What follows belongs to an exercise in optimizing a design on an open flow for small area, a short achievable clock period and few clock cycles; a production flow would make more cautious choices.
Function was checked by simulation only, so behaviour that the tests miss may differ from the original.
No activity file was given, so power comes from the tool's default toggle rates.

==> job 5911 <==
==> flow/design.v (excerpt) <==
module egvlc (
  input  wire        clk,
  input  wire        rst,
  input  wire        reg_we,
  input  wire [7:0]  reg_addr,
  input  wire [31:0] reg_wdata,
  output wire [31:0] reg_rdata,
  output wire        mem_req,
  output wire [31:0] mem_addr,
  input  wire        mem_ack,
  input  wire [7:0]  mem_rdata,
  output wire        irq
);
  localparam [3:0] E_NONE = 4'd0, E_ILLEGAL = 4'd1, E_INPUT = 4'd2,
                   E_ABSENT = 4'd3, E_BADWIDTH = 4'd4, E_MARKER = 4'd5,
                   E_SHOWEX = 4'd6, E_NOTKEY = 4'd7, E_SYNC = 4'd8,
                   E_COLOR = 4'd9, E_RANGE = 4'd10;
  localparam [2:0] S_IDLE = 3'd0, S_FIN = 3'd1, S_RUN = 3'd2, S_AAC = 3'd3,
                   S_DRAIN = 3'd4;    
  localparam [2:0] F_OK = 3'd0, F_CINIT = 3'd1, F_SELF = 3'd2, F_BALIGN = 3'd3,
                   F_ILL = 3'd4, F_BADW = 3'd5, F_INPUT = 3'd6;
  localparam [2:0] K_RD = 3'b000, K_ALIGN = 3'b001, K_CLZ = 3'b100,
                   K_UE = 3'b110, K_SE = 3'b111;
  localparam [5:0] P_RET    = 6'd0,
                   H_NAL    = 6'd1,  H_PROF  = 6'd2,  H_LVL   = 6'd3,
                   H_SPSID  = 6'd4,  H_CF    = 6'd5,  H_SEP   = 6'd6,
                   H_BDL    = 6'd7,  H_BDC   = 6'd8,  H_QP    = 6'd9,
                   H_SMF    = 6'd10, H_LFLAG = 6'd11, H_DELTA = 6'd12,
                   H_FNUM   = 6'd13, H_POCT  = 6'd14, H_POCL  = 6'd15,
                   H_DPOZ   = 6'd16, H_ONR   = 6'd17, H_OTB   = 6'd18,
                   H_NCYC   = 6'd19, H_CYC   = 6'd20, H_NREF  = 6'd21,
                   H_GAPS   = 6'd22, H_WM1   = 6'd23, H_HM1   = 6'd24,
                   H_FMO    = 6'd25, H_MBAFF = 6'd26, H_D8    = 6'd27,
                   H_CROP   = 6'd28, H_CL    = 6'd29, H_CR    = 6'd30,
                   H_CT     = 6'd31, H_CB    = 6'd32, H_DERIVE = 6'd33,
  ...
make LEC_CHECK=0 CAP_MARGIN=20 CORE_MARGIN=2 CORE_UTILIZATION=60 SETUP_SLACK_MARGIN=5 SLEW_MARGIN=20 SYNTH_HIERARCHICAL=1 SYNTH_MINIMUM_KEEP_SIZE=0 TNS_END_PERCENT=5 finish   # period 12.0 ns
run.sh (not shown) runs the stock make flow with config.mk's settings and CLKGATE_MAP_FILE= SYNTH_SCRIPT=/design/flow/synth_recipe.tcl, a recipe that flattens the netlist after the stock synthesis.
==> job 9953 (differences from job 5911) <==
--- a/flow/design.v
+++ b/flow/design.v
@@ -335,15 +335,18 @@
       H_NREF:  begin sq_sA = H_GAPS;  sq_sB = H_GAPS;  end
       H_GAPS:  begin sq_sA = H_WM1;   sq_sB = H_WM1;   end
       H_WM1:   begin sq_sA = H_HM1;   sq_sB = H_HM1;   end
       H_HM1:   begin sq_sA = H_FMO;   sq_sB = H_FMO;   end
       H_FMO:   begin sq_sA = H_D8;    sq_sB = H_MBAFF; end
       H_MBAFF: begin sq_sA = H_D8;    sq_sB = H_D8;    end
       H_D8:    begin sq_sA = H_CROP;  sq_sB = H_CROP;  end
-      H_CROP:  begin sq_sA = H_CL;    sq_sB = H_DERIVE; end
+      H_CROP:  begin
+                 sq_sA = H_CL;
+                 sq_cB = 1'b1; sq_eB = (strict && h_bad) ? E_RANGE : E_NONE;
+               end
       H_CL:    begin sq_sA = H_CR;    sq_sB = H_CR;    end
       H_CR:    begin sq_sA = H_CT;    sq_sB = H_CT;    end
       H_CT:    begin sq_sA = H_CB;    sq_sB = H_CB;    end
       H_CB:    begin sq_sA = H_DERIVE; sq_sB = H_DERIVE; end
       V_MARK:  begin sq_sA = V_LOW; sq_cB = 1'b1; sq_eB = E_MARKER; end
       V_LOW:   begin sq_sA = V_HIGH;  sq_sB = V_HIGH;  end
       V_HIGH:  begin sq_sA = v_prof[0] ? V_RSV : V_SHOWEX; sq_sB = V_SHOWEX; end
@@ -365,17 +368,17 @@
       V_SRGB:  begin
                  sq_cA = !v_prof[0]; sq_eA = E_COLOR; sq_sA = V_ALIGN;
                  sq_cB = sq_cA;      sq_eB = E_COLOR; sq_sB = V_ALIGN;
                end
       V_ALIGN: begin sq_sA = V_W;     sq_sB = V_W;     end
       V_W:     begin sq_sA = V_H;     sq_sB = V_H;     end
       V_H:     begin sq_sA = V_RF;    sq_sB = V_RF;    end
-      V_RF:    begin sq_sA = V_DW;    sq_sB = V_COMMIT; end
+      V_RF:    begin sq_sA = V_DW;    sq_cB = 1'b1; end
       V_DW:    begin sq_sA = V_DH;    sq_sB = V_DH;    end
-      V_DH:    begin sq_sA = V_COMMIT; sq_sB = V_COMMIT; end
+      V_DH:    begin sq_cA = 1'b1;    sq_cB = 1'b1; end
       default: ;
     endcase
   end
   reg        f_go, f_ok, f_valid;
   reg [3:0]  f_err;
   reg [2:0]  f_outw;
   reg        l_go;                  
@@ -635,14 +638,26 @@
               end else begin
                 if (e_abs) st_sticky <= 1'b1;
                 if (br ? sq_cA : sq_cB) begin
                   f_go = 1'b1;
                   f_err = br ? sq_eA : sq_eB;
                   f_ok = (f_err == E_NONE);
                   if (step == V_FT && vkey) out_key <= ~val[0];
+                  if (step == H_CROP && f_err == E_NONE) begin
+                    out_w <= hw[63:0];
+                    out_h <= hh[63:0];
+                  end
+                  if (step == V_RF || step == V_DH) begin
+                    out_w   <= {47'd0, hw[16:0]};
+                    out_h   <= {47'd0, hh[16:0]};
+                    out_dw  <= (step == V_RF) ? hw[16:0] : hw[33:17];
+                    out_dh  <= (step == V_RF) ? hh[16:0] : v_inc;
+                    out_vp9 <= {v_prof, v_fs, v_ssy, v_ssx, v_cs, 2'b00, v_bd};
+                    out_key <= 1'b1;
+                  end
                 end else begin
                   l_go = 1'b1;
                   l_step = br ? sq_sA : sq_sB;
                   l_el   = br ? el_A : el_B;
                 end
                 case (step)
                   H_PROF:  h_pp <= prof_p;
Settings changed: CORE_UTILIZATION 60 to 50.
==> notes <==
- Job 9953 finished clean. Job 5911 finished with timing, DRC and antenna clean.
- Maximum frequency is about the same in job 9953 and job 5911.
- Between job 5911 and job 9953, the lower worst hold slack is in job 5911 (gap 1.8 ps).
- Of job 5911 and job 9953, job 9953 has the higher clock power (gap about 2%, measured against job 9953).
- Clock skew: job 9953 is higher than job 5911 (8.8 ps).
Testbench counts of job 5911, summed over its fixed seeds: cycles 23,788.
Testbench counts of job 9953, summed over its fixed seeds: cycles 23,659.

-- separate check: timing with driven ports --
Ports are ideal in the flow. The routed layouts listed here were re-timed in OpenROAD.
Step 1, drivers: a clkbuf_16 drives clk and a buf_2 each remaining input, both assumed.
Step 2 also shifts input and output timing later by t, the mid clock arrival at the registers, as if the neighbouring blocks saw the same clock.
Slacks: ideal ports / drivers / drivers and shift; pairs: ideal ports / drivers.
run	t, ns	setup WS [ns]	hold WS [ns]	worst register clock-pin slew, ns
job 5911	0.779	4.393 / 4.354 / 3.841	0.451 / 0.451 / 0.451	0.07 / 0.07
job 9953	0.798	4.400 / 4.316 / 3.650	0.453 / 0.453 / 0.453	0.07 / 0.07
After both steps setup and hold are still met in every run listed. The setup slack of job 9953, which loses most, moves by -0.084 ns with the drivers and by -0.750 ns with both steps.
